This design comes from an exercise in tuning for small area, a short achievable clock period and few clock cycles per item on the open sky130 flow, not from production work.
Where RTL was checked, it was by simulation tests only, not by an equivalence proof against the original.
Power figures rest on the tool's default switching activity, not on a simulated workload.

==> flow/design.v (excerpt) <==
module qvlc_enc (
    input  wire        clk,
    input  wire        rst,         
    input  wire        in_valid,
    output wire        in_ready,
    input  wire [15:0] in_coef,     
    input  wire [3:0]  in_qno,      
    input  wire [1:0]  in_cls,      
    input  wire        in_mode,     
    output wire        out_valid,
    input  wire        out_ready,
    output wire [15:0] out_val,     
    output wire [4:0]  out_len,     
    output wire        out_last,    
    output wire        out_err,     
    output wire [11:0] out_bits     
);
Size: ~680 flip-flops, about 64 I/O pins, roughly 17000 sq um of cells after synthesis.
==> flow/config.mk <==
export PLATFORM = sky130hd
export DESIGN_NAME = qvlc_enc
export DESIGN_NICKNAME = qvlc_enc
export VERILOG_FILES = /design/flow/design.v
export SDC_FILE = /design/flow/constraint.sdc
export NUM_CORES = 4
export LEC_CHECK = 0
export CAP_MARGIN = 20
export CORE_MARGIN = 2
export CORE_UTILIZATION = 60
export CTS_CLUSTER_DIAMETER = 100
export CTS_CLUSTER_SIZE = 30
export SETUP_SLACK_MARGIN = 5
export SLEW_MARGIN = 20
==> flow/constraint.sdc <==
create_clock -name core_clock -period 9.0 [get_ports {clk}]
set_input_delay 1.8000 -clock core_clock [delete_from_list [all_inputs] [get_ports {clk}]]
set_output_delay 1.8000 -clock core_clock [all_outputs]
set_load 0.01 [all_outputs]
standard.sh (not shown) runs the stock make flow with config.mk's settings and CLKGATE_MAP_FILE= SYNTH_SCRIPT=/design/flow/synth_recipe.tcl, a recipe that flattens the netlist after the stock synthesis.
==> flow/flow/run.sh <==
#!/bin/bash
set -euo pipefail
bash standard.sh finish SETUP_SLACK_MARGIN=6.0 "BUFFER_PORTS_ARGS=-buffer_cell sky130_fd_sc_hd__buf_1" > standard_make.log 2>&1
The starting point completed with no timing, DRC or antenna violations.
Testbench counts at the start, summed over its fixed seeds: cycles 21,000, blocks 320.
Next try:
--- a/flow/design.v
+++ b/flow/design.v
@@ -93,25 +93,27 @@
     wire [7:0]  pamp  = pv8 + {7'd0, pc};
     wire        p_nz  = (pamp != 8'd0);
     assign ring_in = pv ? {pdc || (pneg && p_nz), pdc ? 8'd0 : pamp}
                         : ring[(RL-1)*9 +: 9];
     reg        ract;                
     reg  [5:0] run;
     reg        rz0, rz1, rz2;       
     reg  [5:0] rd;                  
     reg        al;                  
     wire [8:0] look = ring[60*9 +: 9];
     wire       lz   = (look[7:0] == 8'd0);
     wire       la1  = (look[7:0] == 8'd1);
-    reg        tz, ta1, ta2, ta3;   
+    reg        tz, ta1;             
+    wire       ta2  = (tap[7:0] == 8'd2);
+    wire       ta3  = (tap[7:0] == 8'd3);
     reg        tm;                  
     reg        ov;                  
     reg [15:0] oval;
     reg  [4:0] olen;
     reg        olast;
     reg        ofirst;              
     reg        oerr;
     reg  [9:0] obits;               
     wire       ospace = !ov || out_ready;
     wire [7:0] amp   = tap[7:0];
     wire       sgn   = tap[8];
     wire [5:0] r     = ract ? run : 6'd0;
@@ -205,26 +207,24 @@
         end
         if (in_fire && (!werr || wj == 6'd1))
             widx <= wj;
         if (in_fire && wj != 6'd0)
             werr <= ibig || (werr && wj != 6'd1);
         if (in_fire) sh <= sh_n;
         pv8   <= v;
         pc    <= c;
         pneg  <= x_neg;
         tz  <= lz;
         ta1 <= la1;
         tm  <= lz && look[8];
-        ta2 <= (look[7:0] == 8'd2);
-        ta3 <= (look[7:0] == 8'd3);
         if (load) begin
             oerr  <= do_err;
             olast <= do_err || is_eob;
             oval  <= do_err ? {10'd0, widx} : t_val;
             olen  <= do_err ? 5'd0 : t_len;
             obits <= do_err ? 10'd0 : (ofirst ? 10'd0 : obits) + {5'd0, t_len};
         end
     end
     assign out_valid = ov;
     assign out_val   = oval;
     assign out_len   = olen;
     assign out_last  = olast;
After rerunning: Synthesized area is about the same; clock power stays flat; sequential cell count falls by 2; final cell count rises by about 1%; utilization rises by 0.87 points; via count rises by 3.0%; routed wire length rises by 7.4%; sequential share of layout area falls by 1.2 points; power hardly moves; register-to-register slack is worse by 0.50 ns; global-route usage rises by 1.0 points; worst setup slack is worse by 0.39 ns.
No functional check of the RTL was part of the second run of this note.

---

The RTL this note starts from:
==> flow/design.v <==
module qvlc_enc (
    input  wire        clk,
    input  wire        rst,         
    input  wire        in_valid,
    output wire        in_ready,
    input  wire [15:0] in_coef,     
    input  wire [3:0]  in_qno,      
    input  wire [1:0]  in_cls,      
    input  wire        in_mode,     
    output wire        out_valid,
    input  wire        out_ready,
    output wire [15:0] out_val,     
    output wire [4:0]  out_len,     
    output wire        out_last,    
    output wire        out_err,     
    output wire [11:0] out_bits     
);
    localparam RL = 64;             
    reg  [RL*9-1:0] ring;           
    wire [8:0]      ring_in;        
    always @(posedge clk)
        ring <= {ring[(RL-1)*9-1:0], ring_in};
    wire [8:0] tap  = ring[61*9 +: 9];    
    reg        rdy;                 
    reg  [5:0] wd;                  
    reg  [6:0] span;                
    reg  [5:0] wj;                  
    reg  [3:0] qe;                  
    reg        c3;                  
    reg        mode;
    reg        werr;                
    reg  [5:0] widx;                
    reg        pv;                  
    reg        pdc;                 
    reg  [7:0] pamp;                
    reg        pneg;                
    reg        pend;
    wire in_fire = in_valid && rdy && !rst;
    wire [1:0] zone = mode ? wj[1:0] : wj[5:4];
    wire [3:0] qs   = qe + {2'd0, zone};
    wire [2:0] sh   = (qs[3:2] == 2'd0) ? {2'd0, c3} : qs[3:1] - 3'd1;
    wire [14:0] ix  = in_coef[14:0];
    reg         ibig;
    always @(*) begin
        case (sh)
            3'd0:    ibig = in_coef[15] ? !((&ix[14:8])  && (|ix[7:0]))  : (|ix[14:8]);
            3'd1:    ibig = in_coef[15] ? !((&ix[14:9])  && (|ix[8:0]))  : (|ix[14:9]);
            3'd2:    ibig = in_coef[15] ? !((&ix[14:10]) && (|ix[9:0]))  : (|ix[14:10]);
            3'd3:    ibig = in_coef[15] ? !((&ix[14:11]) && (|ix[10:0])) : (|ix[14:11]);
            3'd4:    ibig = in_coef[15] ? !((&ix[14:12]) && (|ix[11:0])) : (|ix[14:12]);
            default: ibig = in_coef[15] ? !((&ix[14:13]) && (|ix[12:0])) : (|ix[14:13]);
        endcase
    end
    wire        x_neg = in_coef[15];
    wire [7:0]  v     = (ix >> sh) ^ {8{x_neg}};
    reg         c;
    always @(*) begin
        case (sh)
            3'd0:    c = x_neg;
            3'd1:    c = x_neg & (ix[0]   == 1'd0);
            3'd2:    c = x_neg & (ix[1:0] == 2'd0);
            3'd3:    c = x_neg & (ix[2:0] == 3'd0);
            3'd4:    c = x_neg & (ix[3:0] == 4'd0);
            default: c = x_neg & (ix[4:0] == 5'd0);
        endcase
    end
    wire [7:0]  q_amp = v + {7'd0, c};
    wire        p_nz  = (pamp != 8'd0);
    assign ring_in = pv ? {pdc || (pneg && p_nz), pdc ? 8'd0 : pamp}
                        : ring[(RL-1)*9 +: 9];
    reg        ract;                
    reg  [5:0] run;
    reg  [5:0] rd;                  
    reg        al;                  
    reg        tz, ta1, ta2, ta3;   
    reg        tm;                  
    reg        lz, la1, lm;         
    reg        ov;                  
    reg [15:0] oval;
    reg  [4:0] olen;
    reg        olast;
    reg        ofirst;              
    reg        oerr;
    reg  [9:0] obits;               
    wire       ospace = !ov || out_ready;
    wire [7:0] amp   = tap[7:0];
    wire       sgn   = tap[8];
    wire [5:0] r     = ract ? run : 6'd0;
    wire       r_0   = (r == 6'd0);
    wire       r_1   = (r == 6'd1);
    wire       r_2   = (r == 6'd2);
    wire       is_eob = tm;
    wire       split1 = tz && !lz && (!la1 || !(r_0 || r_1));
    reg [15:0] t_val;
    reg  [4:0] t_len;
    always @(*) begin
        if (is_eob) begin
            t_val = 16'h0006; t_len = 5'd4;
        end else if (tz) begin                         
            if (r_0) begin t_val = 16'h007C;           t_len = 5'd7;  end
            else     begin t_val = {10'h07E, r};       t_len = 5'd13; end
        end else if (ta1 && r_1) begin
            t_val = {11'd0, 4'b0111, sgn};  t_len = 5'd5;
        end else if (ta1 && r_2) begin
            t_val = {10'd0, 5'b10100, sgn}; t_len = 5'd6;
        end else if (ta1) begin
            t_val = {14'd0, 1'b0, sgn};     t_len = 5'd3;
        end else if (ta2) begin
            t_val = {12'd0, 3'b010, sgn};   t_len = 5'd4;
        end else if (ta3) begin
            t_val = {11'd0, 4'b1000, sgn};  t_len = 5'd5;
        end else begin
            t_val = {7'b1111111, amp, sgn}; t_len = 5'd16;
        end
    end
    wire emit    = is_eob || !tz || split1;
    wire start   = !ract && pend;                       
    wire do_err  = start && werr && ospace;
    wire can_go  = al && (ract || (pend && !werr));
    wire step    = can_go && (!emit || ospace);
    wire load    = (step && emit) || do_err;
    wire s_le63 = (span[6] == 1'b0);
    wire s_64   = (span == 7'd64);
    wire s_65   = (span == 7'd65);
    wire span_ok = do_err || s_le63 || (s_64 && !(in_fire && !step)) ||
                   (s_65 && step && !in_fire);
    wire [6:0] span_n = span + {6'd0, in_fire} - {6'd0, step} - (do_err ? 7'd64 : 7'd0);
    assign in_ready = rdy;
    always @(posedge clk) begin
        if (rst) begin
            rdy    <= 1'b1;
            wd     <= 6'd1;
            rd     <= 6'd2;
            al     <= 1'b1;
            span   <= 7'd0;
            wj     <= 6'd0;
            pv     <= 1'b0;
            pdc    <= 1'b0;
            pend   <= 1'b0;
            ract   <= 1'b0;
            ov     <= 1'b0;
            ofirst <= 1'b1;
        end else begin
            wd   <= in_fire ? wd : wd - 6'd1;
            span <= span_n;
            rdy  <= (in_fire || wd == 6'd2) && span_ok;
            pv   <= in_fire;
            pdc  <= in_fire && (wj == 6'd0);
            if (in_fire) wj <= wj + 6'd1;
            if (in_fire && wj == 6'd63) pend <= 1'b1;
            else if (start && (do_err || step)) pend <= 1'b0;
            rd <= step ? rd : rd - 6'd1;
            al <= step ? al : (rd == 6'd3);
            if (step) begin
                ract <= !is_eob;
                run  <= tz ? r + 6'd1 : 6'd0;
            end
            if (load) ov <= 1'b1;
            else if (out_ready) ov <= 1'b0;
            if (load) ofirst <= do_err || is_eob;
        end
    end
    always @(posedge clk) begin
        if (in_fire && wj == 6'd0) begin
            qe   <= 4'd8 - {1'b0, in_qno[3:1]} - {3'd0, in_qno == 4'd15} + {2'd0, in_cls == 2'd3, 1'b0};
            c3   <= (in_cls == 2'd3);
            mode <= in_mode;
        end
        if (in_fire && wj != 6'd0 && ibig && (!werr || wj == 6'd1)) begin
            werr <= 1'b1;
            widx <= wj;
        end else if (in_fire && wj == 6'd1) begin
            werr <= 1'b0;
        end
        pamp  <= q_amp;
        pneg  <= x_neg;
        lz  <= (ring[59*9 +: 8] == 8'd0);
        la1 <= (ring[59*9 +: 8] == 8'd1);
        lm  <= (ring[59*9 +: 9] == 9'h100);
        tz  <= lz;
        ta1 <= la1;
        tm  <= lm;
        ta2 <= (ring[60*9 +: 8] == 8'd2);
        ta3 <= (ring[60*9 +: 8] == 8'd3);
        if (load) begin
            oerr  <= do_err;
            olast <= do_err || is_eob;
            oval  <= do_err ? {10'd0, widx} : t_val;
            olen  <= do_err ? 5'd0 : t_len;
            obits <= do_err ? 10'd0 : (ofirst ? 10'd0 : obits) + {5'd0, t_len};
        end
    end
    assign out_valid = ov;
    assign out_val   = oval;
    assign out_len   = olen;
    assign out_last  = olast;
    assign out_err   = oerr;
    assign out_bits  = {2'd0, obits};
endmodule
export LEC_CHECK = 0
export CAP_MARGIN = 20
export CORE_MARGIN = 2
export CORE_UTILIZATION = 70
export CTS_CLUSTER_DIAMETER = 100
export CTS_CLUSTER_SIZE = 30
export SETUP_SLACK_MARGIN = 5
export SLEW_MARGIN = 20
create_clock -name core_clock -period 9.0 [get_ports {clk}]
==> flow/flow/run.sh <==
#!/bin/bash
set -euo pipefail
bash standard.sh finish SETUP_SLACK_MARGIN=6.0 > standard_make.log 2>&1
Testbench counts at the start, summed over its fixed seeds: cycles 21,000, blocks 320.
Then changed:
--- a/flow/design.v
+++ b/flow/design.v
@@ -37,7 +37,17 @@
     reg        pend;
     wire in_fire = in_valid && rdy && !rst;
-    wire [1:0] zone = mode ? wj[1:0] : wj[5:4];
-    wire [3:0] qs   = qe + {2'd0, zone};
-    wire [2:0] sh   = (qs[3:2] == 2'd0) ? {2'd0, c3} : qs[3:1] - 3'd1;
+    function [2:0] shift_of(input [3:0] e, input c, input [1:0] z);
+        reg [3:0] qs;
+        begin
+            qs = e + {2'd0, z};
+            shift_of = (qs[3:2] == 2'd0) ? {2'd0, c} : qs[3:1] - 3'd1;
+        end
+    endfunction
+    reg  [2:0] sh;                  
+    wire [5:0] wj1   = wj + 6'd1;
+    wire [3:0] in_qe = 4'd8 - {1'b0, in_qno[3:1]} - {3'd0, in_qno == 4'd15} +
+                       {2'd0, in_cls == 2'd3, 1'b0};
+    wire [2:0] sh_n  = (wj == 6'd0) ? shift_of(in_qe, in_cls == 2'd3, {1'b0, in_mode})
+                                    : shift_of(qe, c3, mode ? wj1[1:0] : wj1[5:4]);
     wire [14:0] ix  = in_coef[14:0];
     reg         ibig;
@@ -163,5 +173,5 @@
     always @(posedge clk) begin
         if (in_fire && wj == 6'd0) begin
-            qe   <= 4'd8 - {1'b0, in_qno[3:1]} - {3'd0, in_qno == 4'd15} + {2'd0, in_cls == 2'd3, 1'b0};
+            qe   <= in_qe;
             c3   <= (in_cls == 2'd3);
             mode <= in_mode;
@@ -173,4 +183,5 @@
             werr <= 1'b0;
         end
+        if (in_fire) sh <= sh_n;
         pamp  <= q_amp;
         pneg  <= x_neg;
What happened: The changed run finished clean. Synthesized area goes up slightly. Count of clock-buffer cells in the layout decreases by 1. Synthesized cell count barely changes. Design area stays flat. Wire length increases slightly.
Testbench counts after the change, summed over its fixed seeds: cycles 21,000, blocks 320.

static timing again, ports no longer ideal:
How much do the figures lean on ideal ports? The routed layouts below were timed once more, with nothing changed but the port constraints.
Step 1 sets driving cells, clkbuf_16 on the clock port and buf_2 on the other inputs (assumed; they add their load-dependent delay and slew).
Step 2 moves the port delays by t, midway between the first and last clock arrival at a register: inputs arrive t later, outputs are due t later. That takes back most of the time a late clock gives input paths.
Three values: ideal, step 1, step 2; two values: the first two.
run | shift t [ns] | setup WS [ns] | worst setup path at the end | worst data-port slew with drivers (ns) | cell pins on the clock port's net
the first run of note 1 | 0.611 | 6.028 / 5.990 / 5.442 | input to register | 0.03 | 1
the second run of note 1 | 0.612 | 5.640 / 5.640 / 5.477 | input to register | 0.03 | 1
the first run of note 2 | 0.606 | 5.210 / 5.210 / 4.624 | input to register | 0.06 | 1
the second run of note 2 | 0.631 | 5.473 / 5.473 / 5.049 | input to register | 0.08 | 1
After both steps every run listed still meets setup and hold.
